Background: an optimization exercise with open tools, aiming at small area. Do not read the settings as production practice.
RTL that was checked went through simulation tests only; none was proved equivalent to the original.

==> inputs of harbor <==
==> flow/design.v (excerpt) <==
module si8900_core (
    input  wire        clk,
    input  wire        rst,              
    input  wire        op_start,
    input  wire [31:0] req,
    output wire        busy,
    output reg         done,
    output reg  [1:0]  status,
    output wire [7:0]  res_cmd,
    output reg  [15:0] res_word,
    output wire [7:0]  res_channel,
    output wire [15:0] res_value,
    output reg         res_failed,
    output reg         rx_conf,
    output reg         cf_conf,
    input  wire [23:0] pkt,
    input  wire        pkt_valid,
    input  wire        transmit_ready,
    input  wire        receive_ready,
    input  wire [7:0]  read_data,
    output wire        send_byte,
    output wire [7:0]  send_data,
    output wire        read_byte
);
Settings: LEC_CHECK=0, CAP_MARGIN=20, CORE_MARGIN=2, CORE_UTILIZATION=40, SLEW_MARGIN=20; clock period 50.0 ns.
run.sh (not shown) runs the stock make flow with config.mk's settings and CLKGATE_MAP_FILE= SYNTH_SCRIPT=/design/flow/synth_recipe.tcl, a recipe that flattens the netlist after the stock synthesis.
==> inputs of indigo, as changes to harbor <==
--- a/flow/design.v
+++ b/flow/design.v
@@ -1,20 +1,64 @@
-module si8900_dec (
-    input  wire [7:0] b0,        
-    input  wire [7:0] b1,        
-    input  wire [7:0] b2,        
-    input  wire [7:0] k,         
-    output wire [1:0] ch,
-    output wire [9:0] val,
-    output wire       failed
+module si8900_fa (
+    input  wire a,
+    input  wire b,
+    input  wire c,
+    output wire s,
+    output wire co
 );
-    assign failed = (b0 != k);
-    assign ch     = b1[5:4];
-    assign val    = {b1[3:1], b1[0] | b2[7], b2[6:1]};
+    assign s  = a ^ b ^ c;
+    assign co = (a & b) | (a & c) | (b & c);
+endmodule
+module si8900_mxi (
+    input  wire a0,
+    input  wire a1,
+    input  wire s,
+    output wire y
+);
+    assign y = ~(s ? a1 : a0);
+endmodule
+module si8900_div (
+    input  wire [17:0] n,
+    input  wire [7:0]  d,
+    output wire [9:0]  q
+);
+    wire [7:0] nd = ~d;
+    wire [7:0] r [0:10];
+    assign r[0] = n[17:10];
+    genvar i, j;
+    generate
+        for (i = 0; i < 10; i = i + 1) begin : row
+            wire [8:0] t;
+            wire [8:0] c;
+            wire [7:0] s;
+            wire [7:0] dd = ((i % 2) == 0) ? nd : d;
+            assign t = {r[i], ((i % 2) == 0) ? n[9-i] : ~n[9-i]};
+            assign s[0] = t[0] ^ d[0];
+            if ((i % 2) == 0) begin : pos
+                assign c[1]   = t[0] | nd[0];
+                assign q[9-i] = t[8] | c[8];
+            end else begin : neg
+                assign c[1]   = t[0] & d[0];
+                assign q[9-i] = ~(t[8] & c[8]);
+            end
+            if (i < 9) begin : full
+                for (j = 1; j < 8; j = j + 1) begin : add
+                    si8900_fa u_fa (.a(t[j]), .b(dd[j]), .c(c[j]), .s(s[j]), .co(c[j+1]));
+                end
+                for (j = 0; j < 8; j = j + 1) begin : sel
+                    si8900_mxi u_mx (.a0(t[j]), .a1(s[j]), .s(q[9-i]), .y(r[i+1][j]));
+                end
+            end else begin : last
+                for (j = 1; j < 8; j = j + 1) begin : cmp
+                    assign c[j+1] = (t[j] & dd[j]) | (t[j] & c[j]) | (dd[j] & c[j]);
+                end
+            end
+        end
+    endgenerate
 endmodule
 module si8900_core (
     input  wire        clk,
     input  wire        rst,              
     input  wire        op_start,
     input  wire [31:0] req,
     output wire        busy,
     output reg         done,
@@ -46,17 +90,17 @@
     localparam [1:0] ST_OK           = 2'd0,
                      ST_HS_TIMEOUT   = 2'd1,
                      ST_ECHO_TIMEOUT = 2'd2,
                      ST_ILLEGAL_OP   = 2'd3;
     reg  [2:0]  fsm;
     reg  [7:0]  rem;       
     reg  [7:0]  cnt;       
     reg  [7:0]  cmd_lat;
-    reg  [17:0] acc;
+    reg  [17:0] acc;       
     reg         lc_ff;     
     reg  [1:0]  lc;        
     reg         rc_hi;     
     reg  [3:0]  rc_mid;    
     reg         rc_lo;     
     reg         ch_ff;     
     reg  [1:0]  ch_lo;
     reg  [9:0]  val;
@@ -68,64 +112,41 @@
     wire tx_state = (fsm == HS_TXM) || (fsm == HS_TXA) || (fsm == CT_TX);
     wire rx_state = (fsm == HS_RX) || (fsm == CT_RX);
     assign busy      = !idle;
     assign send_byte = !rst && tx_state && transmit_ready;
     assign read_byte = !rst && rx_state && receive_ready;
     assign send_data = (fsm == CT_TX) ? cmd_lat : 8'hAA;
     wire waiting  = (tx_state && !transmit_ready) || (rx_state && !receive_ready);
     wire poll_end = (cnt[5:3] == 3'b111) && (cnt[1:0] == 2'b11);    
-    wire rem_zero = (rem == 8'd0);
+    wire hs_last  = acc[5] & acc[3];    
+    wire ct_last  = acc[2] & acc[0];    
     wire rem_one  = (rem == 8'd1);
-    wire [7:0] dec_k = idle ? req[7:0] : cmd_lat;
-    wire [1:0] dec_ch;
-    wire [9:0] dec_val;
-    wire       dec_failed;
-    si8900_dec u_dec (
-        .b0     (pkt[23:16]),
-        .b1     (pkt[15:8]),
-        .b2     (pkt[7:0]),
-        .k      (dec_k),
-        .ch     (dec_ch),
-        .val    (dec_val),
-        .failed (dec_failed)
-    );
-    reg [9:0] mean;
-    reg [8:0] t;
-    reg [7:0] r;
-    reg [8:0] bw;
-    integer i, j;
-    always @(*) begin
-        r = acc[17:10];
-        for (i = 9; i >= 0; i = i - 1) begin
-            t = {r, acc[i]};
-            bw[0] = 1'b0;
-            for (j = 0; j < 8; j = j + 1)
-                bw[j+1] = (~t[j] & cnt[j]) | (~(t[j] ^ cnt[j]) & bw[j]);
-            mean[i] = t[8] | ~bw[8];
-            for (j = 0; j < 8; j = j + 1)
-                r[j] = mean[i] ? (t[j] ^ cnt[j] ^ bw[j]) : t[j];
-        end
-    end
-    function [7:0] inc8(input [7:0] a);
+    wire [7:0] dec_k      = idle ? req[7:0] : cmd_lat;
+    wire       dec_failed = (pkt[23:16] != dec_k);
+    wire [1:0] dec_ch     = pkt[13:12];
+    wire [9:0] dec_val    = {pkt[11:9], pkt[8] | pkt[7], pkt[6:1]};
+    wire [9:0] mean;
+    si8900_div u_div (.n(acc), .d(cnt), .q(mean));
+    function [7:0] inc8(input [7:0] a, input ci);
         integer k;
         reg c;
         begin
-            c = 1'b1;
+            c = ci;
             for (k = 0; k < 8; k = k + 1) begin
                 inc8[k] = a[k] ^ c;
                 c = a[k] & c;
             end
         end
     endfunction
-    function [7:0] dec8(input [7:0] a);
+    function [7:0] dec8(input [7:0] a, input bi);
         integer k;
         reg b;
         begin
-            b = 1'b1;
+            b = bi;
             for (k = 0; k < 8; k = k + 1) begin
                 dec8[k] = a[k] ^ b;
                 b = ~a[k] & b;
             end
         end
     endfunction
     function [17:0] acc_add(input [17:0] a, input [9:0] v);
         integer k;
@@ -216,31 +237,31 @@
                         end
                     end
                     HS_TXM: fsm <= HS_TXA;
                     HS_TXA: begin
                         if (rx_conf && cf_conf) begin
                             status <= ST_OK;
                             done   <= 1'b1;
                             fsm    <= IDLE;
-                        end else if (rem_zero) begin
+                        end else if (hs_last) begin
                             status <= ST_HS_TIMEOUT;
                             done   <= 1'b1;
                             fsm    <= IDLE;
                         end else begin
                             fsm <= HS_RX;
                         end
                     end
                     CT_TX: fsm <= CT_RX;
                     CT_RX: begin
                         if (read_data == cmd_lat) begin
                             status <= ST_OK;
                             done   <= 1'b1;
                             fsm    <= IDLE;
-                        end else if (rem_zero) begin
+                        end else if (ct_last) begin
                             status <= ST_ECHO_TIMEOUT;
                             done   <= 1'b1;
                             fsm    <= IDLE;
                         end else begin
                             fsm <= CT_TX;
                         end
                     end
                     OS_RUN: if (pkt_valid && rem_one) fsm <= OS_FIN;
@@ -260,33 +281,24 @@
                         done   <= 1'b1;
                         fsm    <= IDLE;
                     end
                     default: fsm <= IDLE;
                 endcase
             end
         end
     end
+    wire os_step  = (fsm == OS_RUN) && pkt_valid;
+    wire good     = os_step && !dec_failed;
+    wire xfer     = !waiting && (fsm == HS_RX || fsm == CT_TX);
+    wire cnt_clr  = idle || (!waiting && fsm != OS_RUN && fsm != OS_FIN);
     always @(posedge clk) begin
-        if (idle) begin
+        if (idle)
             cmd_lat <= req[7:0];
-            cnt     <= 8'd0;
-            acc     <= 18'd0;
-            rem     <= (op == 3'd0) ? 8'd40 : (op == 3'd2) ? 8'd5 : req[23:16];
-        end else begin
-            if (waiting)
-                cnt <= inc8(cnt);
-            else if (fsm != OS_RUN && fsm != OS_FIN)
-                cnt <= 8'd0;
-            if (!waiting && (fsm == HS_RX || fsm == CT_TX))
-                rem <= dec8(rem);
-            if (fsm == OS_RUN && pkt_valid) begin
-                rem   <= rem - 8'd1;
-                lc_ff <= dec_failed;
-                lc    <= dec_ch;
-                if (!dec_failed) begin
-                    acc <= acc_add(acc, dec_val);
-                    cnt <= inc8(cnt);
-                end
-            end
+        cnt <= cnt_clr ? 8'd0 : inc8(cnt, waiting || good);
+        acc <= idle ? 18'd0 : acc_add(acc, good ? dec_val : {9'd0, xfer});
+        rem <= idle ? req[23:16] : dec8(rem, os_step);
+        if (os_step) begin
+            lc_ff <= dec_failed;
+            lc    <= dec_ch;
         end
     end
 endmodule
==> flow/flow/run.sh (new file) <==
#!/bin/bash
# Layout flow: the standard flow (standard.sh, unchanged synthesis),
# with the ports buffered by the smallest buffer and the synthesis buffers removed
# at floorplan.
set -euo pipefail
export BUFFER_PORTS_ARGS="-buffer_cell sky130_fd_sc_hd__buf_1"
export REMOVE_ABC_BUFFERS=1
bash standard.sh finish > standard.log 2>&1
==> flow/standard.sh (new file) <==
#!/bin/bash
# synth_recipe.tcl (not shown) runs the flow's synth.tcl, then flattens the netlist and writes it again
# the make line also repeats each setting of config.mk as NAME=value (left out here)
make -C /OpenROAD-flow-scripts/flow DESIGN_CONFIG=/design/flow/config.mk WORK_HOME=/design/flow/orfs CLKGATE_MAP_FILE= SYNTH_SCRIPT=/design/flow/synth_recipe.tcl "${@:-finish}"
==> flow/config.mk (replaced) <==
export PLATFORM = sky130hd
export DESIGN_NAME = si8900_core
export DESIGN_NICKNAME = si8900_core
export VERILOG_FILES = /design/flow/design.v
export SDC_FILE = /design/flow/constraint.sdc
export NUM_CORES = 4
export LEC_CHECK = 0
export CAP_MARGIN = 20
export CORE_MARGIN = 2
export CORE_UTILIZATION = 40
export CTS_BUF_LIST = sky130_fd_sc_hd__clkbuf_4 sky130_fd_sc_hd__clkbuf_8
export SLEW_MARGIN = 20
export SYNTH_HIERARCHICAL = 1
removed: flow/run.sh
==> results.txt <==
Against harbor, the synthesized area of indigo is lower by 9.9%.
Of indigo and harbor, indigo has the higher sequential share of layout area (gap 3.4 points).
In harbor the die area is larger than in indigo, by about 11%.
Between indigo and harbor, the lower via count is in indigo (gap 16%, measured against harbor).
Between indigo and harbor, the lower non-clock buffer count is in indigo (gap 8).
Setup slack: harbor is worse than indigo (0.98 ns).
Between indigo and harbor, the lower maximum frequency is in harbor (gap 3.0%, measured against harbor).
Of harbor and indigo, harbor has the higher global-route usage (gap 2.3 points).
No functional check of the RTL was part of indigo.

==> re-timing with driven ports <==
How much do the figures lean on ideal ports? The routed layouts below were timed once more, with nothing changed but the port constraints. Step 1 sets driving cells, clkbuf_16 on the clock port and buf_2 on the other inputs (assumed; they add their load-dependent delay and slew). Step 2 also shifts input and output timing later by t, the mid clock arrival at the registers, as if the neighbouring blocks saw the same clock. Slacks: ideal / step 1 / step 2; pairs: ideal / step 1.
run	shift t [ns]	setup WS [ns]	hold slack, ns	worst setup path at the end
harbor	0.395	16.248 / 16.248 / 16.248	0.495 / 0.495 / 0.495	register to register
indigo	0.384	17.230 / 17.230 / 17.230	0.496 / 0.496 / 0.496	register to register
After both steps every run listed still meets setup and hold.
